Source: an optimization exercise on an open RTL-to-GDS flow (aim: small area, a short achievable clock period and few clock cycles per item). Production flows keep margins and buffers that such runs may drop. The RTL was checked by simulation tests, not by an equivalence proof against the original design. Power is estimated from default activity; no workload was simulated.

[design.v]
module crc16_ccitt (
    input  wire        clk,
    input  wire        init,    
    input  wire        en,      
    input  wire [7:0]  data_in,
    output reg  [15:0] crc,
    output reg  [15:0] crc_next
);
    function [15:0] crc_byte;
        input [15:0] c;
        input [7:0]  b;
        integer k;
        reg [15:0] r;
        begin
            r = c ^ {b, 8'h00};
            for (k = 0; k < 8; k = k + 1)
                r = r[15] ? ((r << 1) ^ 16'h1021) : (r << 1);
            crc_byte = r;
        end
    endfunction
    always @(*) begin
        if (init)
            crc_next = 16'hFFFF;
        else if (en)
            crc_next = crc_byte(crc, data_in);
        else
            crc_next = crc;
    end
    always @(posedge clk)
        crc <= crc_next;
endmodule
module rs_enc_255_223 (
    input  wire       clk,
    input  wire       en,
    input  wire       dat_nx,
    input  wire [7:0] data_nx,
    output wire [7:0] par_out
);
    function [7:0] gen_coef;
        input integer k;
        begin
            case (k)
                0:  gen_coef = 8'h01;  1:  gen_coef = 8'h5B;  2:  gen_coef = 8'h7F;
                3:  gen_coef = 8'h56;  4:  gen_coef = 8'h10;  5:  gen_coef = 8'h1E;
                6:  gen_coef = 8'h0D;  7:  gen_coef = 8'hEB;  8:  gen_coef = 8'h61;
                9:  gen_coef = 8'hA5;  10: gen_coef = 8'h08;  11: gen_coef = 8'h2A;
                12: gen_coef = 8'h36;  13: gen_coef = 8'h56;  14: gen_coef = 8'hAB;
                15: gen_coef = 8'h20;  16: gen_coef = 8'h71;  17: gen_coef = 8'h20;
                18: gen_coef = 8'hAB;  19: gen_coef = 8'h56;  20: gen_coef = 8'h36;
                21: gen_coef = 8'h2A;  22: gen_coef = 8'h08;  23: gen_coef = 8'hA5;
                24: gen_coef = 8'h61;  25: gen_coef = 8'hEB;  26: gen_coef = 8'h0D;
                27: gen_coef = 8'h1E;  28: gen_coef = 8'h10;  29: gen_coef = 8'h56;
                30: gen_coef = 8'h7F;  31: gen_coef = 8'h5B;
                default: gen_coef = 8'h01;
            endcase
        end
    endfunction
    function [7:0] gf_mul;
        input [7:0] a;
        input [7:0] b;
        integer k;
        reg [7:0] r;
        begin
            r = 8'h00;
            for (k = 7; k >= 0; k = k - 1) begin
                r = r[7] ? ((r << 1) ^ 8'h87) : (r << 1);
                if (b[k])
                    r = r ^ a;
            end
            gf_mul = r;
        end
    endfunction
    reg  [7:0] par [0:31];    
    reg  [7:0] fb;            
    assign par_out = par[0];
    wire [7:0] par0_nx = en ? (par[1] ^ gf_mul(fb, gen_coef(31))) : par[0];
    integer j;
    always @(posedge clk) begin
        fb <= (data_nx ^ par0_nx) & {8{dat_nx}};
        if (en) begin
            for (j = 0; j < 31; j = j + 1)
                par[j] <= par[j+1] ^ gf_mul(fb, gen_coef(31 - j));
            par[31] <= fb;
        end
    end
endmodule
module fx25_kiss_enc (
    input  wire        clk,
    input  wire        rst,
    input  wire        chunk_valid,
    output reg         chunk_ready,
    input  wire [7:0]  chunk_len,
    input  wire [47:0] dst_call,      
    input  wire [3:0]  dst_ssid,
    input  wire [47:0] src_call,      
    input  wire [3:0]  src_ssid,
    input  wire        in_valid,
    output reg         in_ready,
    input  wire [7:0]  in_data,
    output reg         out_valid,
    input  wire        out_ready,
    output reg  [7:0]  out_data,
    output reg         out_last,
    output reg  [15:0] skip_count
);
    localparam I_IDLE = 0, I_CMD = 1, I_TAG = 2, I_HDR = 3, I_CTL = 4, I_PID = 5,
               I_PAY = 6, I_FCS0 = 7, I_FCS1 = 8, I_PAD = 9, I_PAR = 10, I_FEND1 = 11;
    localparam [7:0] FEND = 8'hC0, FESC = 8'hDB, TFEND = 8'hDC, TFESC = 8'hDD;
    localparam [7:0] MAX_PAYLOAD = 8'd150;
    wire       len_ok = (chunk_len <= MAX_PAYLOAD);
    reg        dv;           
    reg [7:0]  owed;         
    reg        pb_v;
    reg [7:0]  pb0;
    reg [11:0] ph;
    reg [7:0]  cnt;
    reg [6:0]  jc;           
    reg        a_valid, a_rs, a_crc, a_par, a_cw, a_last;
    reg [7:0]  a;
    reg        b_valid, b_rs, b_par, b_cw, b_last;
    reg [7:0]  b;
    reg        esc_pend, esc_fend;
    reg        fl_on;
    reg        skip_evt;
    wire [15:0] crc, crc_next;
    wire [7:0]  par_out;
    wire [13:0] js;
    assign js[0] = !jc[6] && !jc[0];
    assign js[7] =  jc[6] &&  jc[0];
    genvar gi;
    generate
        for (gi = 1; gi < 7; gi = gi + 1) begin : g_js
            assign js[gi]     =  jc[gi-1] && !jc[gi];
            assign js[gi + 7] = !jc[gi-1] &&  jc[gi];
        end
    endgenerate
    wire [7:0] tag_byte = ({8{js[0]}} & 8'hCC) | ({8{js[1]}} & 8'h8F) |
                          ({8{js[2]}} & 8'h8A) | ({8{js[3]}} & 8'hE4) |
                          ({8{js[4]}} & 8'h85) | ({8{js[5]}} & 8'hE2) |
                          ({8{js[6]}} & 8'h98) | ({8{js[7]}} & 8'h01);
    wire [7:0] hdr_byte = ({8{js[0]}}  & {dst_call[46:40], 1'b0}) |
                          ({8{js[1]}}  & {dst_call[38:32], 1'b0}) |
                          ({8{js[2]}}  & {dst_call[30:24], 1'b0}) |
                          ({8{js[3]}}  & {dst_call[22:16], 1'b0}) |
                          ({8{js[4]}}  & {dst_call[14:8],  1'b0}) |
                          ({8{js[5]}}  & {dst_call[6:0],   1'b0}) |
                          ({8{js[6]}}  & {3'b011, dst_ssid, 1'b0}) |
                          ({8{js[7]}}  & {src_call[46:40], 1'b0}) |
                          ({8{js[8]}}  & {src_call[38:32], 1'b0}) |
                          ({8{js[9]}}  & {src_call[30:24], 1'b0}) |
                          ({8{js[10]}} & {src_call[22:16], 1'b0}) |
                          ({8{js[11]}} & {src_call[14:8],  1'b0}) |
                          ({8{js[12]}} & {src_call[6:0],   1'b0}) |
                          ({8{js[13]}} & {3'b011, src_ssid, 1'b1});
    wire       advance = !out_valid || out_ready;
    wire       take    = b_valid && advance && !esc_pend;    
    wire       mv      = a_valid && (!b_valid || take);      
    wire [7:0] ob      = b_par ? par_out : b;
    wire       ob_fend = (ob == FEND);
    wire       ob_esc  = b_cw && (ob_fend || (ob == FESC));
    wire tag_end  = js[7];
    wire hdr_end  = js[13];
    wire pad_end  = (cnt == 8'd222);
    wire par_end  = (cnt[4:0] == 5'd31);
    wire push     = in_valid && in_ready;
    wire pay_has  = pb_v || push;
    wire pay_last = pb_v ? (owed == 8'd0) : (push && (owed == 8'd1));
    wire pay_none = (owed == 8'd0) && !pb_v;
    wire s_has = !((ph[I_IDLE] && (!dv || fl_on)) ||
                   (ph[I_PAY] && !pay_has));
    wire s_ld = s_has && (!a_valid || mv);                   
    wire pop  = s_ld && ph[I_PAY];
    crc16_ccitt u_crc (
        .clk      (clk),
        .init     (s_ld && ph[I_IDLE]),
        .en       (mv && a_crc),
        .data_in  (a),
        .crc      (crc),
        .crc_next (crc_next)
    );
    wire [7:0] b_nx    = mv ? a : b;
    wire       b_rs_nx = !rst && (mv ? a_rs : b_rs);
    rs_enc_255_223 u_rs (
        .clk     (clk),
        .en      ((take && (b_rs || b_par)) || fl_on),
        .dat_nx  (b_rs_nx),
        .data_nx (b_nx),
        .par_out (par_out)
    );
    wire [7:0] nb = ({8{ph[I_IDLE] | ph[I_FEND1]}} & FEND) |
                    ({8{ph[I_TAG]}}  & tag_byte) |
                    ({8{ph[I_HDR]}}  & hdr_byte) |
                    ({8{ph[I_CTL]}}  & 8'h03) |
                    ({8{ph[I_PID]}}  & 8'hF0) |
                    ({8{ph[I_PAY]}}  & (pb_v ? pb0 : in_data)) |
                    ({8{ph[I_FCS0]}} & ~crc_next[7:0]) |
                    ({8{ph[I_FCS1]}} & ~crc[15:8]);
    wire nb_rs   = ph[I_HDR] | ph[I_CTL] | ph[I_PID] | ph[I_PAY] | ph[I_FCS0] | ph[I_FCS1] | ph[I_PAD];
    wire nb_crc  = ph[I_HDR] | ph[I_CTL] | ph[I_PID] | ph[I_PAY];
    wire nb_par  = ph[I_PAR];
    wire nb_cw   = !(ph[I_IDLE] | ph[I_CMD] | ph[I_FEND1]);
    wire nb_last = ph[I_FEND1];
    wire       own       = ph[I_CMD] | ph[I_TAG] | ph[I_HDR];
    wire       hdr_done  = s_ld && ph[I_HDR] && hdr_end;
    wire       cr_next   = !chunk_ready &&
                           (hdr_done || (!own && chunk_valid && !len_ok));
    wire       owed_load = chunk_ready && len_ok;
    wire [7:0] owed_next = owed_load ? chunk_len : (owed - {7'd0, push});
    wire       owed_nz   = owed_load ? (chunk_len != 8'd0)
                                     : ((owed != 8'd0) && !((owed == 8'd1) && push));
    wire       pb_v_next = pb_v ? !pop : (push && !pop);
    always @(posedge clk) begin
        if (!pb_v)
            pb0 <= in_data;
        if (s_ld) begin
            a <= nb;
            a_rs <= nb_rs; a_crc <= nb_crc; a_par <= nb_par; a_cw <= nb_cw; a_last <= nb_last;
        end
        b    <= b_nx;
        b_rs <= b_rs_nx;
        if (mv) begin
            b_par <= a_par; b_cw <= a_cw; b_last <= a_last;
        end
        if (take) begin
            out_data <= ob_esc ? FESC : ob;
            out_last <= b_last;
            esc_fend <= ob_fend;
        end else if (advance && esc_pend) begin
            out_data <= esc_fend ? TFEND : TFESC;
            out_last <= 1'b0;
        end
        if (skip_evt && (skip_count != 16'hFFFF))
            skip_count <= skip_count + 16'd1;
        if (rst) begin
            dv          <= 1'b0;
            chunk_ready <= 1'b0;
            in_ready    <= 1'b0;
            owed        <= 8'd0;
            pb_v        <= 1'b0;
            ph          <= 12'd1 << I_IDLE;
            a_valid     <= 1'b0;
            b_valid     <= 1'b0;
            esc_pend    <= 1'b0;
            out_valid   <= 1'b0;
            skip_evt    <= 1'b0;
            skip_count  <= 16'd0;
            fl_on       <= 1'b1;
            cnt         <= 8'd0;
        end else begin
            dv          <= chunk_valid && len_ok && !chunk_ready;
            chunk_ready <= cr_next;
            owed        <= owed_next;
            in_ready    <= owed_nz && !pb_v_next;
            pb_v        <= pb_v_next;
            skip_evt    <= chunk_valid && chunk_ready && !len_ok;
            if (fl_on) begin
                cnt <= cnt + 8'd1;
                if (cnt[4:0] == 5'd31)
                    fl_on <= 1'b0;
            end
            if (s_ld)
                a_valid <= 1'b1;
            else if (mv)
                a_valid <= 1'b0;
            if (mv)
                b_valid <= 1'b1;
            else if (take)
                b_valid <= 1'b0;
            if (advance) begin
                out_valid <= b_valid || esc_pend;
                if (esc_pend)
                    esc_pend <= 1'b0;
                else if (b_valid)
                    esc_pend <= ob_esc;
            end
            if (s_ld) begin
                if (ph[I_CMD] || (ph[I_TAG] && tag_end) || (ph[I_PAD] && pad_end))
                    cnt <= 8'd0;
                else
                    cnt <= cnt + 8'd1;
                if (ph[I_CMD] || (ph[I_TAG] && tag_end))
                    jc <= 7'd0;
                else
                    jc <= {jc[5:0], !jc[6]};
                ph[I_IDLE]  <= ph[I_FEND1];
                ph[I_CMD]   <= ph[I_IDLE];
                ph[I_TAG]   <= ph[I_CMD] | (ph[I_TAG] & !tag_end);
                ph[I_HDR]   <= (ph[I_TAG] & tag_end) | (ph[I_HDR] & !hdr_end);
                ph[I_CTL]   <= ph[I_HDR] & hdr_end;
                ph[I_PID]   <= ph[I_CTL];
                ph[I_PAY]   <= (ph[I_PID] & !pay_none) | (ph[I_PAY] & !pay_last);
                ph[I_FCS0]  <= (ph[I_PID] & pay_none) | (ph[I_PAY] & pay_last);
                ph[I_FCS1]  <= ph[I_FCS0];
                ph[I_PAD]   <= ph[I_FCS1] | (ph[I_PAD] & !pad_end);
                ph[I_PAR]   <= (ph[I_PAD] & pad_end) | (ph[I_PAR] & !par_end);
                ph[I_FEND1] <= ph[I_PAR] & par_end;
            end
        end
    end
endmodule
[standard.sh]
#!/bin/bash
# synth_recipe.tcl (not shown) runs the flow's synth.tcl, then flattens the netlist and writes it again
# the make line also repeats each setting of config.mk as NAME=value (left out here)
make -C /OpenROAD-flow-scripts/flow DESIGN_CONFIG=/design/flow/config.mk WORK_HOME=/design/flow/orfs CLKGATE_MAP_FILE= SYNTH_SCRIPT=/design/flow/synth_recipe.tcl "${@:-finish}"
[flow/run.sh]
#!/bin/bash
set -euo pipefail
export BUFFER_PORTS_ARGS="-buffer_cell sky130_fd_sc_hd__buf_1"
export CTS_ARGS="-sink_clustering_enable -repair_clock_nets -dont_use_dummy_load -buf_list sky130_fd_sc_hd__clkbuf_16 -sink_clustering_size 20 -sink_clustering_max_diameter 100"
bash standard.sh > standard_flow.log 2>&1
[config.mk]
export PLATFORM = sky130hd
export DESIGN_NAME = fx25_kiss_enc
export DESIGN_NICKNAME = fx25_kiss_enc
export VERILOG_FILES = /design/flow/design.v
export SDC_FILE = /design/flow/constraint.sdc
export NUM_CORES = 4
export LEC_CHECK = 0
export CAP_MARGIN = 20
export CORE_MARGIN = 2
export CORE_UTILIZATION = 70
export SETUP_SLACK_MARGIN = 2.95
export SLEW_MARGIN = 20
[constraint.sdc]
create_clock -name core_clock -period 5.0 [get_ports {clk}]
set_input_delay 1.0000 -clock core_clock [delete_from_list [all_inputs] [get_ports {clk}]]
set_output_delay 1.0000 -clock core_clock [all_outputs]
set_load 0.01 [all_outputs]
==> notes.md, run 1 <==
critical path buffer and inverter count 1; placed cell areas 18510 um^2; Die ar. 26480 um^2; number of routed nets with antenna violations 0; worst setup margin 2.844 ns; Worst setup EP type output port; Hold Buf Count CTS 0; Max clock buf depth 3; pre-CTS setup slack 1.677 ns; Setup Viol. Count Final 0; Syn Area/Cell 13.55 um^2; die width 162.7 um; pwr dens 564.4 nW/um^2; # nets final 1680; Synth Cell Area 17640 um^2; DR vias 11404; Design Area, Final 20880 um^2; share of cells above drive strength 1 0.2153; Hold Fails Final Rpt 0; FF/Latch Area 10640 um^2; Vias/cell 6.076; largest net degree at the start of global routing 95; Critical Path Start Type flop; footprint of the multi-input gates 7261 um^2; Clock Pin Slew Worst Setup and Hold Paths 0.08 ns; max_cap viols 0; Lkg Pwr 7.613 nW; Util after Layout 0.8366; CP max-delay cell edfxtp_1; crit-path cells buf_1; Placeable Area 24960 um^2; starting DRC count in detailed routing 988; vias in the first global route 10867; Worst Path Max Fanout 1; gpl congestion 0.8659; Sink Count 384; Final min period 2.156 ns; I/O Buffers 140; post-detail-place hpwl 24730 um; synth warn 4; Remaining Overflow, GRT 0; max incr delay on CP 0.45 ns; CTS Root Cell clkbuf_16; H-tree depth reported by CTS 1; Synth Register Bits 384; Area Growth Syn to Fin 18.40%; row cnt 58; ant diodes 0; CTS buffer count 23; Initial Util 0.7065; Worst VDD drop 395.8 uV; EDFF count, synth 289; worst hold path class reg2reg; distinct cell type count of the synthesized netlist 64; Post-Syn Nets 1433; max_slew headroom 0.4359; worst-skew pair later-pin latency 0.54 ns; fin. max-slew vios 0; crit share post-route 0.4313; cell family with the largest share of critical-path delay flip-flops; total negative slack 0 ns; Total GRT Usage 0.3072; RSZ-0062 raised after global routing true; critical setup path kind reg2out; post-synthesis cell count 1302; Fillers 1266; FFs w/ async S/R, synth 0; Primary FF master, synth edfxtp_1; hold slack 0.3854 ns; CTS tree done; die height 162.7 um; Achievable Freq 463.7 MHz; routed length per placed instance 23.65 um; CP required 4.00 ns; outcome finished clean; register area share after synthesis 0.5998; crit path DAT 1.16 ns; Slew @ Worst Pin 0.8461 ns; Ports 153; Setup Skew 0.04257 ns; # DRC 0; first-pass GRT wire length 61490 um; aggregate routed wire length 44400 um; Pre-Repair DR Iteration Count 5; initial antenna violation count 0
[kinds of logic (layout without fill, tap and decap cells)]
family,Yosys count,in the layout,synth area share
XOR/XNOR,411,411,0.2265
flip-flops,384,384,0.5998
AND/OR/NAND/NOR,220,220,0.05881
AO/OA/AOI/OAI,158,158,0.06406
buffers and inverters,82,327,0.02213
multiplexers,41,41,0.02440
adder cells (fa/ha/maj),6,6,0.004256
[power by group]
group	switching, W	internal (W)
registers	0.000746	0.00519
clock network	0.000983	0.000818
logic	0.00202	0.00203
[flip-flops by register name, summed over array words and instances, names as in the netlist, 7 cells and up]
signal and cells:
u_rs.par 256, skip_count 16, out_data 8, cnt 8, jc 7, b 8
u_rs.fb 8, u_crc.crc 16, owed 8, a 8, pb0 8, ph 12
[per-layer routing]
layer  track usage  routed length [um]  up-vias
li1              -                   -     5097
met1        0.3974               16930     5627
met2        0.5393               23010      561
met3       0.03387                2555      119
met4        0.1142                1907        0
met5             0                   0        -
[cells in the mapped netlist, types with 4 or more instances]
master / instances / share of area
xnor2_1: 306 / 0.15
edfxtp_1: 289 / 0.49
dfxtp_1: 95 / 0.11
xor2_1: 72 / 0.036
nor2_1: 66 / 0.014
nand2_1: 61 / 0.013
a21oi_1: 28 / 0.0079
clkbuf_1: 28 / 0.0060
a22oi_1: 26 / 0.011
inv_1: 25 / 0.0053
mux2i_1: 25 / 0.014
nand3_1: 21 / 0.0060
a221oi_1: 20 / 0.0099
mux2_2: 16 / 0.010
nor3_1: 16 / 0.0045
o21ai_0: 16 / 0.0045
xnor2_2: 15 / 0.014
buf_2: 12 / 0.0034
a211oi_1: 11 / 0.0047
o211ai_1: 10 / 0.0043
xnor2_4: 9 / 0.014
and2_1: 8 / 0.0028
o31ai_1: 8 / 0.0034
buf_6: 7 / 0.0045
ha_1: 6 / 0.0043
nand4_1: 6 / 0.0021
nor2b_1: 6 / 0.0021
nor4_1: 6 / 0.0021
o2111ai_1: 6 / 0.0030
and3_1: 5 / 0.0018
nand2b_1: 5 / 0.0018
a31oi_1: 4 / 0.0014
a32oi_1: 4 / 0.0020
buf_4: 4 / 0.0017
clkinv_1: 4 / 0.00085
o22ai_1: 4 / 0.0014
or3_1: 4 / 0.0014
or4_1: 4 / 0.0017
xor2_2: 4 / 0.0037
[placed cells by master (no fill, tap or decap), types with 25 or more instances in the layout]
| master | Yosys | routed |
|---|---|---|
| xnor2_1 | 306 | 289 |
| nor2_1 | 66 | 64 |
| edfxtp_1 | 289 | 289 |
| xor2_1 | 72 | 61 |
| mux2i_1 | 25 | 25 |
| dfxtp_1 | 95 | 70 |
| a21oi_1 | 28 | 26 |
| buf_4 | 4 | 107 |
| a22oi_1 | 26 | 25 |
| buf_1 | 1 | 112 |
| nand2_1 | 61 | 58 |
[final timing paths]
path,startpoint,end,slack (ns),cells after the start
max reg2reg,u_rs.fb[6],u_rs.par[12][0],2.86,5
min,a_last,b_last,0.39,0
min reg2reg,a_last,b_last,0.39,0
max,out_last,out_last,2.84,1
[per-stage QoR]
stage / power, W / instances
floorplan: 0.008390 / 1302
global placement: 0.009094 / 1735
detailed placement: 0.009236 / 1735
CTS: 0.01136 / 1825
global route: 0.01225 / 1877
finish: 0.01179 / 1877
[cell type report]
| class | instances | area share |
|---|---|---|
| clock buffers | 23 | 0.02756 |
| inverters | 30 | 0.007789 |
| multi-input cells | 836 | 0.3477 |
| flip-flops and latches | 384 | 0.5096 |
| well taps | 330 | 0.01977 |
| repair buffers | 269 | 0.08484 |
| repair inverters | 5 | 0.002816 |
[what timing repair did]
action                     CTS  global route
buffers inserted            64            50
gates resized for setup    120            66
setup endpoints to repair  504           299
cloned                       3             2
pin swaps                   12            16
Testbench counts, summed over its fixed seeds: cycles 34,444, frames 128.
==> inputs of run 2 (changes only) <==
--- a/config.mk
+++ b/config.mk
@@ -8,5 +8,5 @@
 export CAP_MARGIN = 20
 export CORE_MARGIN = 2
 export CORE_UTILIZATION = 70
-export SETUP_SLACK_MARGIN = 2.95
+export SETUP_SLACK_MARGIN = 2.8
 export SLEW_MARGIN = 20
==> run 2 against run 1 <==
Effect of this change: largest cell class unchanged; via count down 7.8%; synthesized area unchanged; sequential share of layout area up 3.1 points; sequential power down 1%; clock power about the same; first-iteration DRC count down 17%; final cell count down 4.5%; synthesized cell count unchanged; combinational power down 14%; global-route usage down 3.2 points; total power down 5.5%.
==> notes.md, run 2 <==
Max clock buf depth 3; critical path buffer and inverter count 1; RSZ-0062 raised after global routing true; Final min period 2.188 ns; top-count cell post-synth xnor2_1; Placeable Area 24960 um^2; max_cap viols 0; critical setup path kind reg2reg; FF/Latch Area 10600 um^2; most frequent cells in the layout 300 x xnor2_1, 289 x edfxtp_1, 139 x buf_1; routed length per placed instance 20.43 um; Primary FF master, synth edfxtp_1; Critical Path Start Type flop; Die ar. 26480 um^2; Sink Count 384; vias in the first global route 10109; distinct cell type count of the synthesized netlist 64; Pre-Repair DR Iteration Count 5; largest net degree at the start of global routing 86; first-pass GRT wire length 56240 um; worst-skew pair later-pin latency 0.53 ns; DR vias 10519; most used cell, CP xor2_2; synth warn 4; CP max-delay cell dfxtp_4; Fillers 1546; max reg flops 256; initial antenna violation count 0; starting DRC count in detailed routing 824; fin. max-slew vios 0; Setup Skew 0.04268 ns; Power Total 0.01114 W; post-detail-place hpwl 23930 um; Ports 153; Setup Viol. Count Final 0; die width 162.7 um; Vias/cell 5.870; top cells by area, synth edfxtp_1 49%, xnor2_1 15%, dfxtp_1 11%; max incr delay on CP 0.48 ns; Initial Util 0.7065; worst setup margin 2.812 ns; Synth Register Bits 384; pre-CTS setup slack 1.734 ns; most common cell after layout, fill and taps aside xnor2_1; Post-Syn Nets 1433; share of cells above drive strength 1 0.1129; worst hold path class reg2reg; Hold Fails Final Rpt 0; max_slew headroom 0.4624; gpl congestion 0.8978; die height 162.7 um; post-synthesis cell count 1302; # DRC 0; Area Growth Syn to Fin 11.30%; Slew @ Worst Pin 0.8034 ns; Commonest cells post-synth 306 x xnor2_1, 289 x edfxtp_1, 95 x dfxtp_1; Top reg by flops u_rs.par; Largest regs u_rs.par x256, skip_count x16, u_crc.crc x16; crit-path cells buf_4 -> xor2_2 -> xnor2_1 -> xor2_2 -> xor2_1; Lkg Pwr 6.952 nW; Yosys top cell area share 0.4920; EDFF count, synth 289; footprint of the multi-input gates 6929 um^2; Total GRT Usage 0.2757; # nets final 1595; total negative slack 0 ns; CTS tree done; register area share after synthesis 0.5998; CTS Root Cell clkbuf_16; I/O Buffers 140; CTS buffer count 23; Synth Cell Area 17640 um^2; ant diodes 0; cell family with the largest share of critical-path delay XOR/XNOR gates; H-tree depth reported by CTS 1; Remaining Overflow, GRT 0; area leader, netlist edfxtp_1; Worst VDD drop 333.4 uV; row cnt 58; crit path DAT 2.52 ns; Worst Path Max Fanout 7; CP required 5.33 ns; crit share post-route 0.4376; Syn Area/Cell 13.55 um^2; pwr dens 567.5 nW/um^2; Hold Buf Count CTS 0; Achievable Freq 457.0 MHz; Clock Pin Slew Worst Setup and Hold Paths 0.08 ns; number of routed nets with antenna violations 0; FFs w/ async S/R, synth 0; aggregate routed wire length 36610 um; Worst setup EP type flop; outcome finished clean
[run 2: what timing repair did]
item / 4_1_cts / 5_1_grt
cloned: 2 / 0
endpoints found under the setup margin: 415 / 47
buffers inserted: 23 / 9
gates resized for setup: 38 / 20
hold endpoints to repair: 0 / 0
pin swaps: 6 / 3
[run 2: final timing paths]
kind	startpoint	to	slack (ns)	depth (start not counted)
hold reg to reg	a_par	b_par	0.42	0
setup / recovery	u_rs.fb[6]	u_rs.par[19][5]	2.81	5
hold / removal	a_par	b_par	0.42	0
setup reg to reg	u_rs.fb[6]	u_rs.par[19][5]	2.81	5
[run 2: cell families (layout without fill, tap and decap cells)]
family / after synthesis / count (layout) / synth area share
mux: 41 / 41 / 0.02440
fa+ha+maj: 6 / 6 / 0.004256
buf+inv: 82 / 242 / 0.02213
simple gates: 220 / 220 / 0.05881
flops: 384 / 384 / 0.5998
xor+xnor: 411 / 411 / 0.2265
compound gates: 158 / 158 / 0.06406
[run 2: worst register-to-register path, stage by stage, from the launching register on]
cell     delay, ns
dfxtp_4       0.48
buf_4         0.27
xor2_2        0.14
xnor2_1       0.48
xor2_2        0.31
xor2_1        0.31
[run 2: cell type report]
type                    instances  share of cell area
flip-flops and latches        384              0.5402
multi-input cells             836              0.3530
repair buffers                187             0.04806
clock buffers                  23             0.02932
well taps                     330             0.02103
inverters                      30            0.007457
repair inverters                2            0.001020
[run 2: power by group]
group	switching, W	leakage [nW]	internal (W)
Combinational	0.00169	2.81	0.00180
Clock	0.000958	0.283	0.000817
Sequential	0.000688	3.86	0.00519
Total	0.00334	6.95	0.00780
[run 2: per-stage QoR]
step / cells / instance area, um^2 / util / hold WS, ns
global placement: 1735 / 18500 / 0.7411 / 0.4004
finish: 1792 / 19630 / 0.7864 / 0.4237
global route: 1792 / 19630 / 0.7864 / 0.4357
CTS: 1783 / 19420 / 0.7780 / 0.4250
detailed placement: 1735 / 18500 / 0.7411 / 0.4061
floorplan: 1302 / 17730 / - / 0.4003
[run 2: layer usage]
| layer | share of wire | track usage | vias up |
|---|---|---|---|
| met4 | 0.015 | 0.04787 | 0 |
| met1 | 0.42 | 0.3774 | 5228 |
| li1 | - | - | 4917 |
| met3 | 0.046 | 0.02878 | 42 |
| met5 | 0 | 0 | - |
| met2 | 0.52 | 0.4886 | 332 |
==> inputs of run 3 (changes only) <==
--- a/config.mk
+++ b/config.mk
@@ -8,5 +8,6 @@
 export CAP_MARGIN = 20
 export CORE_MARGIN = 2
 export CORE_UTILIZATION = 70
+export PLACE_DENSITY = 0.85
 export SETUP_SLACK_MARGIN = 2.8
 export SLEW_MARGIN = 20
==> run 3 against run 2 <==
Effect of this change: still clean; final area is 0.81% higher; sequential power hardly changed; wire length is 3.9% higher; clock power hardly changed; die area stayed put; critical endpoint is now u_rs.par[26][2].
==> notes.md, run 3 <==
hold slack 0.4259 ns; Clock Pin Slew Worst Setup and Hold Paths 0.08 ns; Vias/cell 5.931; aggregate routed wire length 38030 um; pwr dens 569.8 nW/um^2; worst hold path class reg2reg; # nets final 1609; Fillers 1425; Synth Register Bits 384; Setup Skew 0.04161 ns; Ports 153; most frequent cells in the layout 296 x xnor2_1, 289 x edfxtp_1, 139 x buf_1; Pre-Repair DR Iteration Count 5; outcome finished clean; max incr delay on CP 0.43 ns; row cnt 58; area leader, netlist edfxtp_1; CTS tree done; Worst Path Max Fanout 12; crit share post-route 0.4305; Yosys top cell area share 0.4920; CTS buffer count 23; post-synthesis cell count 1302; Remaining Overflow, GRT 0; distinct cell type count of the synthesized netlist 64; Primary FF master, synth edfxtp_1; largest net degree at the start of global routing 92; Final min period 2.153 ns; Cell Count, Final, Fillers Out 1806; top cells by area, synth edfxtp_1 49%, xnor2_1 15%, dfxtp_1 11%; Syn Area/Cell 13.55 um^2; CP required 5.26 ns; Worst VDD drop 409.4 uV; critical setup path kind reg2reg; I/O Buffers 140; Lkg Pwr 7.032 nW; RSZ-0062 raised after global routing false; crit-path cells buf_6 -> xnor2_4 -> buf_6 -> xnor2_2 -> xor2_1 -> xnor2_1; share of cells above drive strength 1 0.1260; Sink Count 384; die height 162.7 um; fin. max-slew vios 0; die width 162.7 um; FFs w/ async S/R, synth 0; Total GRT Usage 0.2891; ant diodes 0; Placeable Area 24960 um^2; Top reg by flops u_rs.par; top-count cell post-synth xnor2_1; crit path DAT 2.42 ns; gpl congestion 0.8706; CTS Root Cell clkbuf_16; Util after Layout 0.7928; Slew @ Worst Pin 0.6779 ns; synth warn 4; post-detail-place hpwl 24180 um; most used cell, CP buf_6; Hold Fails Final Rpt 0; Synth Cell Area 17640 um^2; Achievable Freq 464.5 MHz; Initial Util 0.7065; total negative slack 0 ns; Setup Viol. Count Final 0; CP max-delay cell xnor2_2; Die ar. 26480 um^2; starting DRC count in detailed routing 1001; Area Growth Syn to Fin 12.20%; Post-Syn Nets 1433; # DRC 0; Hold Buf Count CTS 0; Max clock buf depth 3; worst-skew pair later-pin latency 0.54 ns; DR vias 10711; max reg flops 256; first-pass GRT wire length 58360 um; Worst setup EP type flop; H-tree depth reported by CTS 1; dpl cells 1736; max_slew headroom 0.5464; number of routed nets with antenna violations 0; routed length per placed instance 21.06 um; Commonest cells post-synth 306 x xnor2_1, 289 x edfxtp_1, 95 x dfxtp_1; max_cap viols 0; initial antenna violation count 0; Largest regs u_rs.par x256, skip_count x16, u_crc.crc x16; most common cell after layout, fill and taps aside xnor2_1; Critical Path Start Type flop; EDFF count, synth 289; vias in the first global route 10489; register area share after synthesis 0.5998
## run 3: repair_timing
action	in CTS	in global routing
pin swaps	5	2
cloned	2	0
buffers inserted	37	8
gates resized for setup	48	21
setup endpoints to repair	448	57
## run 3: critical path, delay by kind of cell (launching register included)
family | cells | cell delay (ns)
buffers and inverters | 2 | 0.50
DFF | 1 | 0.33
xor gates and xnor gates | 4 | 1.03
## run 3: metal layers
layer  part of all wire  vias to the layer above  wire [um]  global-route usage
met5                  0                        -          0                   0
met4              0.035                        0       1322             0.08689
met3              0.065                       78       2486             0.03565
met2               0.50                      498      19030              0.4965
met1               0.40                     5190      15200              0.3907
li1                   -                     4945          -                   -
## run 3: logic make-up (layout without fill, tap and decap cells)
kind of cell | after synthesis | after routing | share of synthesized area
buf+inv | 82 | 256 | 0.02213
xor+xnor | 411 | 411 | 0.2265
flops | 384 | 384 | 0.5998
simple gates | 220 | 220 | 0.05881
compound gates | 158 | 158 | 0.06406
mux | 41 | 41 | 0.02440
fa+ha+maj | 6 | 6 | 0.004256
## run 3: worst paths after layout
path | startpoint | end | slack [ns] | cells after the start
setup / recovery | u_rs.fb[7] | u_rs.par[26][2] | 2.85 | 6
hold reg to reg | a_par | b_par | 0.43 | 0
setup reg to reg | u_rs.fb[7] | u_rs.par[26][2] | 2.85 | 6
hold / removal | a_par | b_par | 0.43 | 0
## run 3: final cells by class
| class | instances | area [um^2] | area share |
|---|---|---|---|
| Tap cell | 330 | 412.9 | 0.02086 |
| Clock buffer | 23 | 575.6 | 0.02908 |
| Multi-Input combinational cell | 836 | 6999 | 0.3537 |
| Timing Repair inverter | 2 | 20.02 | 0.001012 |
| Timing Repair Buffer | 201 | 1027 | 0.05191 |
| Sequential cell | 384 | 10600 | 0.5358 |
| Inverter | 30 | 151.4 | 0.007650 |
## run 3: where the power goes
group / switching (W) / internal [W] / leakage (nW) / total (W)
Sequential: 0.000708 / 0.00519 / 3.86 / 0.00590
Clock: 0.000964 / 0.000817 / 0.283 / 0.00178
Combinational: 0.00177 / 0.00183 / 2.89 / 0.00360
Total: 0.00344 / 0.00783 / 7.03 / 0.0113
## run 3: per-stage QoR
stage / setup WS, ns / area (um^2) / total power [W]
after global placement: 1.723 / 18490 / 0.009061
after detailed placement: 1.620 / 18500 / 0.009261
after global routing: 2.805 / 19790 / 0.01181
final: 2.847 / 19790 / 0.01128
after floorplan: 2.036 / 17730 / 0.008386
after CTS: 2.798 / 19620 / 0.01124
==> inputs of run 4 (changes only) <==
--- a/config.mk
+++ b/config.mk
@@ -7,7 +7,6 @@
 export LEC_CHECK = 0
 export CAP_MARGIN = 20
 export CORE_MARGIN = 2
-export CORE_UTILIZATION = 70
-export PLACE_DENSITY = 0.85
+export CORE_UTILIZATION = 60
 export SETUP_SLACK_MARGIN = 2.8
 export SLEW_MARGIN = 20
==> run 4 against run 3 <==
Effect of this change: clock power hardly changed; highest routed layer unchanged; still clean; sequential cell count stayed put; sequential power is 1% lower.
==> notes.md, run 4 <==
Hold Buf Count CTS 0; Post-Syn Nets 1433; Setup Viol. Count Final 0; worst r2r path cells 7; Slew @ Worst Pin 0.7564 ns; FF-to-FF End u_rs.fb[1]; largest net degree at the start of global routing 91; sw power 0.003319 W; # DRC 0; ant diodes 0; Placeable Area 28860 um^2; Largest regs u_rs.par x256, skip_count x16, u_crc.crc x16; critical setup path kind reg2reg; Lkg Pwr 7.001 nW; top cells by area, synth edfxtp_1 49%, xnor2_1 15%, dfxtp_1 11%; Worst Setup EP u_rs.fb[1]; Initial Util 0.6112; starting DRC count in detailed routing 819; vias in the first global route 10438; CTS tree done; Final min period 2.164 ns; Commonest cells post-synth 306 x xnor2_1, 289 x edfxtp_1, 95 x dfxtp_1; dpl cells 1787; Total GRT Usage 0.2407; Vias/cell 5.583; CP required 5.42 ns; Logic pwr share 0.314; outcome finished clean; number of routed nets with antenna violations 0; die width 175.5 um; Flop pwr share 0.525; crit path DAT 2.59 ns; H-tree depth reported by CTS 1; Achievable Freq 462.1 MHz; Setup Skew 0.03960 ns; Remaining Overflow, GRT 0; register area share after synthesis 0.5998; CTS Root Cell clkbuf_16; I/O Buffers 140; EDFF count, synth 289; FF-to-FF setup slack 2.84 ns; post-detail-place hpwl 24430 um; aggregate routed wire length 36990 um; routed length per placed instance 19.95 um; Synth Cell Area 17640 um^2; Critical Path Start Type flop; die height 175.5 um; fin. max-slew vios 0; # nets final 1603; Synth Register Bits 384; Worst VDD drop 268.7 uV; pwr dens 561.8 nW/um^2; Cell Count, Final, Fillers Out 1854; max reg flops 256; FFs w/ async S/R, synth 0; Hold Fails Final Rpt 0; CTS buffer count 23; Yosys top cell area share 0.4920; Clock Pin Slew Worst Setup and Hold Paths 0.08 ns; area leader, netlist edfxtp_1; Die ar. 30780 um^2; Syn Area/Cell 13.55 um^2; most frequent cells in the layout 299 x xnor2_1, 289 x edfxtp_1, 139 x buf_1; max_slew headroom 0.4939; crit share post-route 0.4328; Pre-Repair DR Iteration Count 4; gpl congestion 0.8968; share of cells above drive strength 1 0.1170; Area Growth Syn to Fin 12.32%; worst-skew pair later-pin latency 0.53 ns; Switching Fraction 0.2982; hold slack 0.4249 ns; Critical Path Start u_rs.fb[2]; total negative slack 0 ns; distinct cell type count of the synthesized netlist 64; Max clock buf depth 3; RSZ-0062 raised after global routing true; first-pass GRT wire length 57860 um; most common cell after layout, fill and taps aside xnor2_1; row cnt 62; DR vias 10350; worst hold path class reg2reg; top-count cell post-synth xnor2_1; Top reg by flops u_rs.par; post-synthesis cell count 1302; Sink Count 384; Power Total 0.01113 W; initial antenna violation count 0; Worst Path Max Fanout 13; Primary FF master, synth edfxtp_1; Worst setup EP type flop; Int Power 0.007812 W; r2r startpoint u_rs.fb[2]; max_cap viols 0; synth warn 4; clock share of power 0.161; Ports 153
run 4: cell counts after synthesis:
Identical to the previous run, type by type.
run 4: power by group through the flow:
stage	registers, W	clock network [W]	logic, W
after floorplan	0.00568	0	0.00270
after global placement	0.00589	0	0.00327
after global routing	0.00596	0.00194	0.00383
after CTS	0.00585	0.00184	0.00350
after detailed placement	0.00589	0	0.00333
final	0.00584	0.00180	0.00349
run 4: through the flow:
step | cell area [um^2] | setup slack (ns) | utilization
2_1_floorplan | 17730 | 2.036 | -
3_3_place_gp | 18550 | 1.707 | 0.6429
3_5_place_dp | 18550 | 1.692 | 0.6429
4_1_cts | 19610 | 2.758 | 0.6795
5_1_grt | 19810 | 2.728 | 0.6865
6_report | 19810 | 2.836 | 0.6865
run 4: kinds of logic after synthesis:
logic type	share of synthesized area
adders and majority gates	0.004256
AOI/OAI and AO/OA	0.06406
muxes	0.02440
DFF	0.5998
xor gates and xnor gates	0.2265
and+or+nand+nor	0.05881
buffers and inverters	0.02213
run 4: layer usage:
layer,share of wire,wire length (um),vias to the layer above,GRT usage
met5,0,0,-,0
li1,-,-,4936,-
met1,0.43,15950,5117,0.3204
met4,0.019,691,0,0.04132
met2,0.52,19080,245,0.4339
met3,0.034,1269,52,0.02619
run 4: how the worst min path moves through the flow:
stage	depth (start not counted)	to	from
CTS	0	b_last	a_last
global placement	0	b_par	a_par
floorplan	0	b_cw	a_cw
finish	0	b_last	a_last
global route	0	b_last	a_last
detailed placement	0	b_last	a_last
run 4: critical path, stage by stage, from the launching register on:
cell and delay [ns]:
dfxtp_1 0.33, buf_6 0.26, xor2_1 0.35, xnor3_1 0.54
xnor2_2 0.19, mux2i_1 0.17, xor2_1 0.15, nor2_1 0.05
run 4: area by class of cell:
type,instances,area [um^2]
clock buffers,23,575.6
fillers,2128,9046
inverters,30,147.6
multi-input cells,836,6970
flip-flops and latches,384,10600
well taps,384,480.5
repair buffers,195,1022
repair inverters,2,20.02
run 4: what timing repair did:
action | in CTS | in global routing
cloned | 2 | 0
pin swaps | 6 | 0
endpoints found under the setup margin | 448 | 65
gates resized for setup | 42 | 18
setup buffers | 30 | 12
==> inputs of run 5 (changes only) <==
--- a/config.mk
+++ b/config.mk
@@ -8,5 +8,6 @@
 export CAP_MARGIN = 20
 export CORE_MARGIN = 2
 export CORE_UTILIZATION = 60
+export PLACE_DENSITY = 0.8
 export SETUP_SLACK_MARGIN = 2.8
 export SLEW_MARGIN = 20
==> run 5 against run 4 <==
Effect of this change: via count up 2.8%; sequential power about the same; first-iteration DRC count rose by 40%; critical path depth fell by 6; clock-buffer cell count stayed put; synthesized cell count stayed put; sequential share of layout area down 0.34 points; maximum frequency rose by 0.44%.
==> notes.md, run 5 <==
die height 175.5 um; Flop pwr share 0.522; Top reg by flops u_rs.par; critical path buffer and inverter count 1; Area Growth Syn to Fin 13.12%; Sink Count 384; starting DRC count in detailed routing 1147; area leader, netlist edfxtp_1; Switching Fraction 0.3011; Post-Syn Nets 1433; Placeable Area 28860 um^2; aggregate routed wire length 38720 um; Yosys top cell area share 0.4920; Primary FF master, synth edfxtp_1; top-count cell post-synth xnor2_1; share of cells above drive strength 1 0.1270; Max clock buf depth 3; routed length per placed instance 20.76 um; largest net degree at the start of global routing 89; total negative slack 0 ns; worst hold path class reg2reg; most common cell after layout, fill and taps aside xnor2_1; most frequent cells in the layout 300 x xnor2_1, 289 x edfxtp_1, 139 x buf_1; Clock Pin Slew Worst Setup and Hold Paths 0.08 ns; DR vias 10637; Slew @ Worst Pin 0.9937 ns; max_slew headroom 0.3375; vias in the first global route 10698; Worst setup EP type output port; Achievable Freq 464.2 MHz; Synth Cell Area 17640 um^2; RSZ-0062 raised after global routing true; Remaining Overflow, GRT 0; register area share after synthesis 0.5998; Worst Path Max Fanout 4; die width 175.5 um; first-pass GRT wire length 60520 um; CTS Root Cell clkbuf_16; r2r startpoint u_rs.fb[2]; Die ar. 30780 um^2; Setup Skew 0.06473 ns; Critical Path Start skip_count[7]; met2 usage 0.4367; initial antenna violation count 1; Setup Viol. Count Final 0; Commonest cells post-synth 306 x xnor2_1, 289 x edfxtp_1, 95 x dfxtp_1; CTS tree done; Initial Util 0.6112; Worst VDD drop 296.2 uV; Critical Path Start Type flop; number of routed nets with antenna violations 0; GRT busiest layer met2; I/O Buffers 140; top cells by area, synth edfxtp_1 49%, xnor2_1 15%, dfxtp_1 11%; fin. max-slew vios 0; CP max-delay cell dfxtp_1; sw power 0.003388 W; Pre-Repair DR Iteration Count 5; post-synthesis cell count 1302; max reg flops 256; H-tree depth reported by CTS 1; Power Total 0.01125 W; Logic pwr share 0.319; gpl congestion 0.9418; Hold Buf Count CTS 0; Largest regs u_rs.par x256, skip_count x16, u_crc.crc x16; Fillers 1993; HP Start a_par; max_cap viols 0; Vias/cell 5.703; CP required 4.00 ns; Syn Area/Cell 13.55 um^2; CTS buffer count 23; crit-path cells buf_1; footprint of the multi-input gates 6998 um^2; Lkg Pwr 7.059 nW; row cnt 62; Hold Fails Final Rpt 0; crit share post-route 0.4309; # nets final 1613; crit path DAT 1.15 ns; FFs w/ async S/R, synth 0; post-detail-place hpwl 25330 um; distinct cell type count of the synthesized netlist 64; Ports 153; # DRC 0; critical setup path kind reg2out; global routing usage on met1 0.3443; FF/Latch Area 10600 um^2; clock share of power 0.159; global routing usage on met3 0.02879; outcome finished clean; EDFF count, synth 289; Final min period 2.154 ns; synth warn 4; Int Power 0.007863 W; max incr delay on CP 0.40 ns; Total GRT Usage 0.2531; pwr dens 563.9 nW/um^2; worst-skew pair later-pin latency 0.56 ns; cell family with the largest share of critical-path delay flip-flops; Synth Register Bits 384
==> run 5: cell counts after synthesis <==
Identical to the previous run, type by type.
==> run 5: path summary, 6_finish.rpt <==
kind	end	slack [ns]	cells after the start
setup / recovery	skip_count[7]	2.85	1
hold / removal	b_par	0.43	0
setup reg to reg	u_rs.par[29][1]	2.87	8
hold reg to reg	b_par	0.43	0
==> run 5: stage by stage <==
| step | area [um^2] | hold WS (ns) | setup slack, ns | std cells | util |
|---|---|---|---|---|---|
| after floorplan | 17730 | 0.4003 | 2.036 | 1302 | - |
| after global placement | 18550 | 0.4032 | 1.719 | 1788 | 0.6427 |
| after detailed placement | 18550 | 0.4089 | 1.712 | 1788 | 0.6427 |
| after CTS | 19620 | 0.4281 | 2.806 | 1844 | 0.6798 |
| after global routing | 19950 | 0.4322 | 2.766 | 1865 | 0.6914 |
| final | 19950 | 0.4283 | 2.846 | 1865 | 0.6914 |
==> run 5: final cells by class <==
type	instances	area share
timing repair buffer	205	0.05606
tap	384	0.02408
timing repair inverter	2	0.001003
antenna	1	0.0001254
clock buffer	23	0.02885
sequential	384	0.5314
inverter	30	0.007776
multi-input combinational	836	0.3507
==> run 5: kinds of logic (layout without fill, tap and decap cells) <==
group,Yosys count,after routing,share of synthesized area
XOR/XNOR,411,411,0.2265
flip-flops,384,384,0.5998
AND/OR/NAND/NOR,220,220,0.05881
AO/OA/AOI/OAI,158,158,0.06406
buffers and inverters,82,260,0.02213
multiplexers,41,41,0.02440
adder cells (fa/ha/maj),6,6,0.004256
other,0,1,0
==> run 5: metal layers <==
layer	wire length, um	vias to the layer above
met5	0	-
met4	942	0
met3	2091	61
met2	19360	421
met1	16330	5181
li1	-	4974
==> run 5: what timing repair did <==
item                       4_1_cts  5_1_grt
cloned                           2        0
buffers inserted                31       20
setup endpoints to repair      443      206
pin swaps                        7        5
resized for setup               45       31
==> run 5: power by group through the flow <==
stage / Sequential [W] / Combinational (W) / Clock, W
5_1_grt: 0.00599 / 0.00392 / 0.00192
3_5_place_dp: 0.00590 / 0.00333 / 0
3_3_place_gp: 0.00587 / 0.00319 / 0
6_report: 0.00587 / 0.00359 / 0.00178
2_1_floorplan: 0.00568 / 0.00270 / 0
4_1_cts: 0.00586 / 0.00352 / 0.00181
==> inputs of run 6 (changes only) <==
--- a/config.mk
+++ b/config.mk
@@ -8,6 +8,5 @@
 export CAP_MARGIN = 20
 export CORE_MARGIN = 2
 export CORE_UTILIZATION = 60
-export PLACE_DENSITY = 0.8
-export SETUP_SLACK_MARGIN = 2.8
+export SETUP_SLACK_MARGIN = 2.75
 export SLEW_MARGIN = 20
==> run 6 against run 5 <==
Effect of this change: critical endpoint is now skip_count[12]; critical path type unchanged; die area unchanged; synthesized cell count unchanged; non-clock buffer count decreased by 17; clock skew decreased by 0.022 ns; critical path depth unchanged; highest routed layer unchanged; global-route usage decreased by 0.68 points; synthesized area unchanged; hold slack got worse by 0.0053 ns.
==> notes.md, run 6 <==
top sig layer met4; I/O Buffers 140; Die ar. 30780 um^2; pre-CTS setup slack 1.716 ns; initial antenna violation count 0; row cnt 62; Hold Buf Count CTS 0; met2 wire len 18430 um; vias in the first global route 10227; most frequent cells in the layout 301 x xnor2_1, 289 x edfxtp_1, 139 x buf_1; Worst setup EP type output port; Hold Path Cell Cnt 0; Vias/cell 5.635; CTS buffer count 23; # DRC 0; Worst VDD drop 293.4 uV; post-detail-place hpwl 25360 um; aggregate routed wire length 37690 um; cell family with the largest share of critical-path delay flip-flops; top-count cell post-synth xnor2_1; most common cell after layout, fill and taps aside xnor2_1; Slew @ Worst Pin 0.7105 ns; r2r startpoint u_rs.fb[6]; Top reg by flops u_rs.par; starting DRC count in detailed routing 831; Fillers 2145; Yosys top cell area share 0.4920; Synth Cell Area 17640 um^2; Total GRT Usage 0.2463; Int Power 0.007798 W; Lkg Pwr 6.981 nW; Remaining Overflow, GRT 0; EDFF count, synth 289; Achievable Freq 457.6 MHz; Primary FF master, synth edfxtp_1; met3 WL 1672 um; pwr dens 563.3 nW/um^2; synth warn 4; critical setup path kind reg2out; Hold Fails Final Rpt 0; # nets final 1596; worst hold path class reg2reg; Max clock buf depth 3; share of cells above drive strength 1 0.1094; max incr delay on CP 0.46 ns; top cells by area, synth edfxtp_1 49%, xnor2_1 15%, dfxtp_1 11%; Ports 153; worst setup margin 2.815 ns; crit path DAT 1.19 ns; max reg flops 256; CTS Root Cell clkbuf_16; Setup Skew 0.04239 ns; crit-path cells buf_1; Stages on worst setup path 1; H-tree depth reported by CTS 1; FF-to-FF End u_rs.par[1][1]; clock share of power 0.163; total negative slack 0 ns; Largest regs u_rs.par x256, skip_count x16, u_crc.crc x16; Setup Viol. Count Final 0; FF-to-FF setup slack 2.83 ns; Post-Syn Nets 1433; CP required 4.00 ns; CTS tree done; Logic pwr share 0.310; Flop pwr share 0.527; Commonest cells post-synth 306 x xnor2_1, 289 x edfxtp_1, 95 x dfxtp_1; fin. max-slew vios 0; max_slew headroom 0.5246; worst r2r path cells 8; Cell Count, Final, Fillers Out 1847; worst-skew pair later-pin latency 0.52 ns; max_cap viols 0; Final min period 2.185 ns; outcome finished clean; CP max-delay cell dfxtp_1; Critical Path Start Type flop; die height 175.5 um; Syn Area/Cell 13.55 um^2; crit share post-route 0.4370; worst hold path endpoint b_last; distinct cell type count of the synthesized netlist 64; largest net degree at the start of global routing 88; Sink Count 384; Placeable Area 28860 um^2; Clock Pin Slew Worst Setup and Hold Paths 0.08 ns; post-synthesis cell count 1302; FFs w/ async S/R, synth 0; HP Start a_last; dpl cells 1787; Pre-Repair DR Iteration Count 5; Synth Register Bits 384; gpl congestion 0.9313; Initial Util 0.6112; Area Growth Syn to Fin 11.81%; critical path buffer and inverter count 1; register area share after synthesis 0.5998; DR vias 10408; sw power 0.003311 W; ant diodes 0; die width 175.5 um; area leader, netlist edfxtp_1; Worst Path Max Fanout 7; M1 wire length 16370 um; RSZ-0062 raised after global routing false; number of routed nets with antenna violations 0; first-pass GRT wire length 58520 um; routed length per placed instance 20.40 um; Switching Fraction 0.2980
==> run 6: cell counts after synthesis <==
Identical to the previous run, type by type.
==> run 6: worst max path at each step <==
stage                            to      startpoint  slack (ns)
global route                   a[3]           jc[4]        2.75
detailed placement           cnt[1]       out_ready        1.72
finish               skip_count[12]  skip_count[12]        2.81
CTS                 u_rs.par[11][1]      u_rs.fb[3]        2.65
global placement             cnt[1]       out_ready        1.74
floorplan                u_rs.fb[0]       out_ready        2.04
==> run 6: area by class of cell <==
| cell class | count | area [um^2] | area share |
|---|---|---|---|
| clock buffers | 23 | 575.6 | 0.02918 |
| inverters | 30 | 147.6 | 0.007486 |
| multi-input cells | 836 | 6924 | 0.3511 |
| flip-flops and latches | 384 | 10600 | 0.5374 |
| well taps | 384 | 480.5 | 0.02436 |
| repair buffers | 188 | 975.9 | 0.04949 |
| repair inverters | 2 | 20.02 | 0.001015 |
==> run 6: power by group through the flow <==
stage                     logic [W]  registers, W  clock network (W)
after CTS                   0.00347       0.00585            0.00185
after floorplan             0.00270       0.00568                  0
after global placement      0.00323       0.00588                  0
after detailed placement    0.00330       0.00589                  0
final                       0.00345       0.00585            0.00181
after global routing        0.00379       0.00597            0.00194
==> run 6: cells by family (layout without fill, tap and decap cells) <==
group | after synthesis | count (layout) | share of synthesized area
XOR/XNOR | 411 | 411 | 0.2265
flip-flops | 384 | 384 | 0.5998
AND/OR/NAND/NOR | 220 | 220 | 0.05881
AO/OA/AOI/OAI | 158 | 158 | 0.06406
buffers and inverters | 82 | 243 | 0.02213
multiplexers | 41 | 41 | 0.02440
adder cells (fa/ha/maj) | 6 | 6 | 0.004256
==> run 6: routing by layer <==
layer,track usage,up-vias
li1,-,4936
met1,0.3350,5073
met2,0.4185,327
met3,0.03139,72
met4,0.07197,0
met5,0,-
==> run 6: repair_timing <==
action                     CTS  global route
cloned                       3             0
gates resized for setup     40            17
pin swaps                    3             3
setup endpoints to repair  433           129
setup buffers               31             3
==> run 6: stage by stage <==
step                power [W]  hold WS [ns]  instance area, um^2  utilization
floorplan            0.008378        0.4003                17700            -
global placement     0.009111        0.4011                18530       0.6422
detailed placement   0.009195        0.4065                18530       0.6422
CTS                   0.01116        0.4261                19600       0.6792
global route          0.01170        0.4441                19720       0.6834
finish                0.01111        0.4229                19720       0.6834
==> inputs of run 7 (changes only) <==
--- a/config.mk
+++ b/config.mk
@@ -8,5 +8,6 @@
 export CAP_MARGIN = 20
 export CORE_MARGIN = 2
 export CORE_UTILIZATION = 60
-export SETUP_SLACK_MARGIN = 2.75
+export PLACE_DENSITY = 0.85
+export SETUP_SLACK_MARGIN = 2.9
 export SLEW_MARGIN = 20
==> run 7 against run 6 <==
Effect of this change: die area is the same; sequential cell count did not move; critical path depth grew 6; largest cell class unchanged; global-route usage increased by 1.2 points; highest routed layer unchanged; critical path type is now reg2reg; still clean.
==> notes.md, run 7 <==
vias in the first global route 10905; Lkg Pwr 7.221 nW; Critical Path Start Type flop; critical setup path kind reg2reg; Cell Count, Final, Fillers Out 1879; GRT busiest layer met2; Syn Area/Cell 13.55 um^2; total negative slack 0 ns; Worst Path Max Fanout 12; Die ar. 30780 um^2; Synth Cell Area 17640 um^2; RSZ-0062 raised after global routing true; most common cell after layout, fill and taps aside xnor2_1; EDFF count, synth 289; Max clock buf depth 3; Pre-Repair DR Iteration Count 6; FFs w/ async S/R, synth 0; Worst setup EP type flop; clock share of power 0.157; gpl congestion 0.9326; cell family with the largest share of critical-path delay XOR/XNOR gates; I/O Buffers 140; CP required 5.42 ns; dpl cells 1788; distinct cell type count of the synthesized netlist 64; Final min period 2.146 ns; Top reg by flops u_rs.par; synth warn 4; Initial Util 0.6112; Post-Syn Nets 1433; max incr delay on CP 0.53 ns; post-synthesis cell count 1302; CTS Root Cell clkbuf_16; starting DRC count in detailed routing 1167; worst-skew pair later-pin latency 0.53 ns; max reg flops 256; H-tree depth reported by CTS 1; die width 175.5 um; initial antenna violation count 0; Flop pwr share 0.517; global routing usage on met1 0.3351; number of routed nets with antenna violations 0; Hold Fails Final Rpt 0; Setup Viol. Count Final 0; Sink Count 384; die height 175.5 um; largest net degree at the start of global routing 105; # DRC 0; first-pass GRT wire length 61420 um; Logic pwr share 0.326; area leader, netlist edfxtp_1; Clock Pin Slew Worst Setup and Hold Paths 0.09 ns; Largest regs u_rs.par x256, skip_count x16, u_crc.crc x16; CTS buffer count 23; critical path buffer and inverter count 1; CP max-delay cell xnor3_2; outcome finished clean; Commonest cells post-synth 306 x xnor2_1, 289 x edfxtp_1, 95 x dfxtp_1; Setup Skew 0.04348 ns; Ports 153; Critical Path Start u_rs.fb[2]; HP Start a_par; max_slew headroom 0.4410; Slew @ Worst Pin 0.8325 ns; share of cells above drive strength 1 0.1639; FF-to-FF setup slack 2.85 ns; Placeable Area 28860 um^2; met2 usage 0.4414; CTS tree done; ant diodes 0; aggregate routed wire length 41310 um; Primary FF master, synth edfxtp_1; worst hold path class reg2reg; Int Power 0.007878 W; crit path DAT 2.57 ns; register area share after synthesis 0.5998; global routing usage on met3 0.03831; Yosys top cell area share 0.4920; fin. max-slew vios 0; sw power 0.003555 W; Area Growth Syn to Fin 15.09%; Worst VDD drop 317.3 uV; max_cap viols 0; pwr dens 563.2 nW/um^2; r2r startpoint u_rs.fb[2]; routed length per placed instance 21.98 um; Vias/cell 5.962; # nets final 1628; Remaining Overflow, GRT 0; most frequent cells in the layout 297 x xnor2_1, 289 x edfxtp_1, 129 x buf_1; crit share post-route 0.4293; post-detail-place hpwl 25940 um; top cells by area, synth edfxtp_1 49%, xnor2_1 15%, dfxtp_1 11%; Total GRT Usage 0.2583; crit-path cells buf_8 -> xor2_4 -> xnor3_2 -> xnor2_2 -> mux2i_1 -> xor2_1 -> nor2_1; Achievable Freq 465.9 MHz; hold slack 0.4163 ns; top-count cell post-synth xnor2_1; DR vias 11202; Switching Fraction 0.3110; Synth Register Bits 384; row cnt 62
[run 7: changes by cell type in the layout (fill, tap and decap cells not counted), moves of 6 or more]
cell,previous run,this run
dfxtp_2,2,20
buf_12,2,10
buf_4,40,59
buf_1,139,129
dfxtp_1,89,69
clkbuf_2,1,7
[run 7: path summary, 6_finish.rpt]
path         depth (start not counted)         end
max                                  7  u_rs.fb[1]
min                                  0       b_par
max reg2reg                          7  u_rs.fb[1]
min reg2reg                          0       b_par
[run 7: what timing repair did]
item                                    CTS  global route
endpoints found under the setup margin  476           133
setup buffers                            30            33
hold buffers                              0             0
pin swaps                                 5             8
gates cloned                              2             3
gates resized for setup                  83            50
[run 7: metal layers]
metal | vias to the layer above | wire, um
li1 | 5004 | -
met2 | 589 | 20790
met4 | 0 | 1681
met1 | 5493 | 16130
met5 | - | 0
met3 | 116 | 2709
[run 7: power by group through the flow]
stage	clock network, W	registers (W)	logic (W)
5_1_grt	0.00191	0.00601	0.00402
6_report	0.00180	0.00591	0.00373
4_1_cts	0.00180	0.00588	0.00358
3_3_place_gp	0	0.00586	0.00321
2_1_floorplan	0	0.00568	0.00271
3_5_place_dp	0	0.00591	0.00338
[run 7: logic make-up after synthesis]
logic type / after synthesis / share of synthesized area
AOI/OAI and AO/OA: 158 / 0.06406
xor gates and xnor gates: 411 / 0.2265
adders and majority gates: 6 / 0.004256
buffers and inverters: 82 / 0.02213
DFF: 384 / 0.5998
muxes: 41 / 0.02440
and+or+nand+nor: 220 / 0.05881
[run 7: layout make-up]
cell class	count	area, um^2
Multi-Input combinational cell	836	7091
Inverter	30	167.7
Fill cell	1826	8558
Timing Repair inverter	4	40.04
Timing Repair Buffer	218	1318
Sequential cell	384	10630
Clock buffer	23	575.6
Tap cell	384	480.5
[run 7: worst reg2reg max path: stages (launching register included)]
cell and delay [ns]:
dfxtp_2 0.41, buf_8 0.24, xor2_4 0.25, xnor3_2 0.53
xnor2_2 0.18, mux2i_1 0.17, xor2_1 0.20, nor2_1 0.05
[run 7: per-stage QoR]
step	setup slack [ns]	area (um^2)	util	total power, W
6_report	2.854	20300	0.7034	0.01143
5_1_grt	2.768	20300	0.7034	0.01194
4_1_cts	2.862	19760	0.6848	0.01126
3_5_place_dp	1.736	18570	0.6436	0.009286
3_3_place_gp	1.732	18560	0.6432	0.009077
2_1_floorplan	2.036	17760	-	0.008390
==> inputs of run 8 (changes only) <==
==> config.mk (replaced) <==
export PLATFORM = sky130hd
export DESIGN_NAME = fx25_kiss_enc
export DESIGN_NICKNAME = fx25_kiss_enc
export VERILOG_FILES = /design/flow/design.v
export SDC_FILE = /design/flow/constraint.sdc
export NUM_CORES = 4
export LEC_CHECK = 0
export CAP_MARGIN = 5
export CORE_MARGIN = 2
export CORE_UTILIZATION = 60
export SETUP_SLACK_MARGIN = 2.8
export SLEW_MARGIN = 5
==> run 8 against run 7 <==
Effect of this change: critical endpoint unchanged; sequential cell count unchanged; global-route usage decreased by 1.8 points; hold slack improved by 0.0086 ns; highest routed layer unchanged; critical path depth unchanged; final cell count decreased by 1.3%; register-to-register slack got worse by 0.02 ns.
==> notes.md, run 8 <==
outcome finished clean; Vias/cell 5.583; Total GRT Usage 0.2407; Slew @ Worst Pin 0.7564 ns; initial antenna violation count 0; Achievable Freq 462.1 MHz; area leader, netlist edfxtp_1; H-tree depth reported by CTS 1; max incr delay on CP 0.54 ns; share of cells above drive strength 1 0.1170; CTS buffer count 23; most used cell, CP xor2_1; Max clock buf depth 3; CTS tree done; # nets final 1603; worst hold path class reg2reg; total negative slack 0 ns; register area share after synthesis 0.5998; Commonest cells post-synth 306 x xnor2_1, 289 x edfxtp_1, 95 x dfxtp_1; first-pass GRT wire length 57860 um; largest net degree at the start of global routing 91; Hold Fails Final Rpt 0; pwr dens 561.8 nW/um^2; Clock Pin Slew Worst Setup and Hold Paths 0.08 ns; crit path DAT 2.59 ns; synth warn 4; Remaining Overflow, GRT 0; fin. max-slew vios 0; post-synthesis cell count 1302; number of routed nets with antenna violations 0; ant diodes 0; CTS Root Cell clkbuf_16; Setup Skew 0.03960 ns; starting DRC count in detailed routing 819; max_cap viols 0; worst-skew pair later-pin latency 0.53 ns; Worst setup EP type flop; most common cell after layout, fill and taps aside xnor2_1; die width 175.5 um; Synth Register Bits 384; crit share post-route 0.4328; Logic pwr share 0.314; max_slew headroom 0.4939; Die ar. 30780 um^2; Synth Cell Area 17640 um^2; vias in the first global route 10438; Critical Path Start Type flop; Worst Path Max Fanout 13; most frequent cells in the layout 299 x xnor2_1, 289 x edfxtp_1, 139 x buf_1; Lkg Pwr 7.001 nW; gpl congestion 0.8968; Switching Fraction 0.2982; Primary FF master, synth edfxtp_1; EDFF count, synth 289; Largest regs u_rs.par x256, skip_count x16, u_crc.crc x16; Initial Util 0.6112; routed length per placed instance 19.95 um; Util after Layout 0.6865; I/O Buffers 140; Yosys top cell area share 0.4920; distinct cell type count of the synthesized netlist 64; Final min period 2.164 ns; post-detail-place hpwl 24430 um; Worst VDD drop 268.7 uV; CP max-delay cell xnor3_1; Hold Buf Count CTS 0; Sink Count 384; Area Growth Syn to Fin 12.32%; sw power 0.003319 W; Power Total 0.01113 W; Top reg by flops u_rs.par; row cnt 62; Ports 153; DR vias 10350; Post-Syn Nets 1433; Syn Area/Cell 13.55 um^2; Flop pwr share 0.525; # DRC 0; top-count cell post-synth xnor2_1; critical setup path kind reg2reg; die height 175.5 um; Int Power 0.007812 W; CP required 5.42 ns; Pre-Repair DR Iteration Count 4; max reg flops 256; top cells by area, synth edfxtp_1 49%, xnor2_1 15%, dfxtp_1 11%; Setup Viol. Count Final 0; aggregate routed wire length 36990 um; RSZ-0062 raised after global routing true; crit-path cells buf_6 -> xor2_1 -> xnor3_1 -> xnor2_2 -> mux2i_1 -> xor2_1 -> nor2_1; FFs w/ async S/R, synth 0; clock share of power 0.161; Placeable Area 28860 um^2
## run 8: cell counts after synthesis
No cell type changed its count.
## run 8: final timing paths
| check | start | endpoint | slack, ns | cells past startpoint |
|---|---|---|---|---|
| worst max-delay path | u_rs.fb[2] | u_rs.fb[1] | 2.84 | 7 |
| worst min-delay path | a_last | b_last | 0.42 | 0 |
| worst max register to register | u_rs.fb[2] | u_rs.fb[1] | 2.84 | 7 |
| worst min register to register | a_last | b_last | 0.42 | 0 |
## run 8: layout make-up
type                            instances  area [um^2]
Clock buffer                           23        575.6
Fill cell                            2128         9046
Inverter                               30        147.6
Multi-Input combinational cell        836         6970
Sequential cell                       384        10600
Tap cell                              384        480.5
Timing Repair Buffer                  195         1022
Timing Repair inverter                  2        20.02
## run 8: power by group through the flow
stage | clock network (W) | registers, W | logic (W)
after floorplan | 0 | 0.00568 | 0.00270
after global placement | 0 | 0.00589 | 0.00327
after detailed placement | 0 | 0.00589 | 0.00333
after CTS | 0.00184 | 0.00585 | 0.00350
after global routing | 0.00194 | 0.00596 | 0.00383
final | 0.00180 | 0.00584 | 0.00349
## run 8: cell families after synthesis
kind of cell               after synthesis  synth area share
AOI/OAI and AO/OA                      158           0.06406
xor gates and xnor gates               411            0.2265
adders and majority gates                6          0.004256
buffers and inverters                   82           0.02213
DFF                                    384            0.5998
muxes                                   41           0.02440
and+or+nand+nor                        220           0.05881
## run 8: what timing repair did
item / CTS / global route
buffers inserted: 30 / 12
gates resized for setup: 42 / 18
pin swaps: 6 / 0
gates cloned: 2 / 0
endpoints found under the hold margin: 0 / 0
setup endpoints to repair: 448 / 65
## run 8: through the flow
| step | worst slack (ns) | hold WS (ns) | std cells | area (um^2) |
|---|---|---|---|---|
| floorplan | 2.036 | 0.4003 | 1302 | 17730 |
| global placement | 1.707 | 0.4022 | 1787 | 18550 |
| detailed placement | 1.692 | 0.4062 | 1787 | 18550 |
| CTS | 2.758 | 0.4261 | 1842 | 19610 |
| global route | 2.728 | 0.4356 | 1854 | 19810 |
| finish | 2.836 | 0.4249 | 1854 | 19810 |
## run 8: critical path: cells and delay by family (launching register included)
family / cells / cell delay (ns)
xor gates and xnor gates: 4 / 1.23
DFF: 1 / 0.33
and+or+nand+nor: 1 / 0.05
buffers and inverters: 1 / 0.26
muxes: 1 / 0.17
## run 8: routing by layer
layer | wire (um) | GRT usage | vias up
met3 | 1269 | 0.02619 | 52
met4 | 691 | 0.04132 | 0
met5 | 0 | 0 | -
met1 | 15950 | 0.3204 | 5117
li1 | - | - | 4936
met2 | 19080 | 0.4339 | 245

==> re-timing with driven ports <==
The flow's constraints put no driver on any port. The routed layouts listed below were extracted and timed again, unchanged, in two steps. Step 1 assumes that a clkbuf_16 drives the clock port and a buf_2 every other input. Step 2 times the ports against the registers' clock, not the clock port: input delays grow and output delays shrink by t, the midpoint of the rising clock arrivals with the driver on. Slacks: ideal / step 1 / step 2; pairs: ideal / step 1.
run	t (ns)	setup WS [ns]	slew at the worst register clock pin (ns)	worst data-port slew with drivers (ns)	cell pins on the clock port's net
run 1	0.577	2.844 / 2.793 / 2.431	0.09 / 0.09	0.05	1
run 2	0.549	2.812 / 2.812 / 2.300	0.09 / 0.09	0.04	1
run 3	0.558	2.847 / 2.834 / 2.306	0.09 / 0.09	0.04	1
run 4	0.549	2.836 / 2.833 / 2.340	0.09 / 0.09	0.05	1
run 5	0.573	2.846 / 2.796 / 2.342	0.09 / 0.09	0.08	1
run 6	0.561	2.815 / 2.765 / 2.342	0.09 / 0.09	0.06	1
run 7	0.564	2.854 / 2.854 / 2.385	0.09 / 0.09	0.05	1
run 8	0.549	2.836 / 2.833 / 2.340	0.09 / 0.09	0.05	1
After both steps setup and hold are still met in every run listed. The setup slack of run 3, which loses most, moves by -0.013 ns with the drivers and by -0.541 ns with both steps.
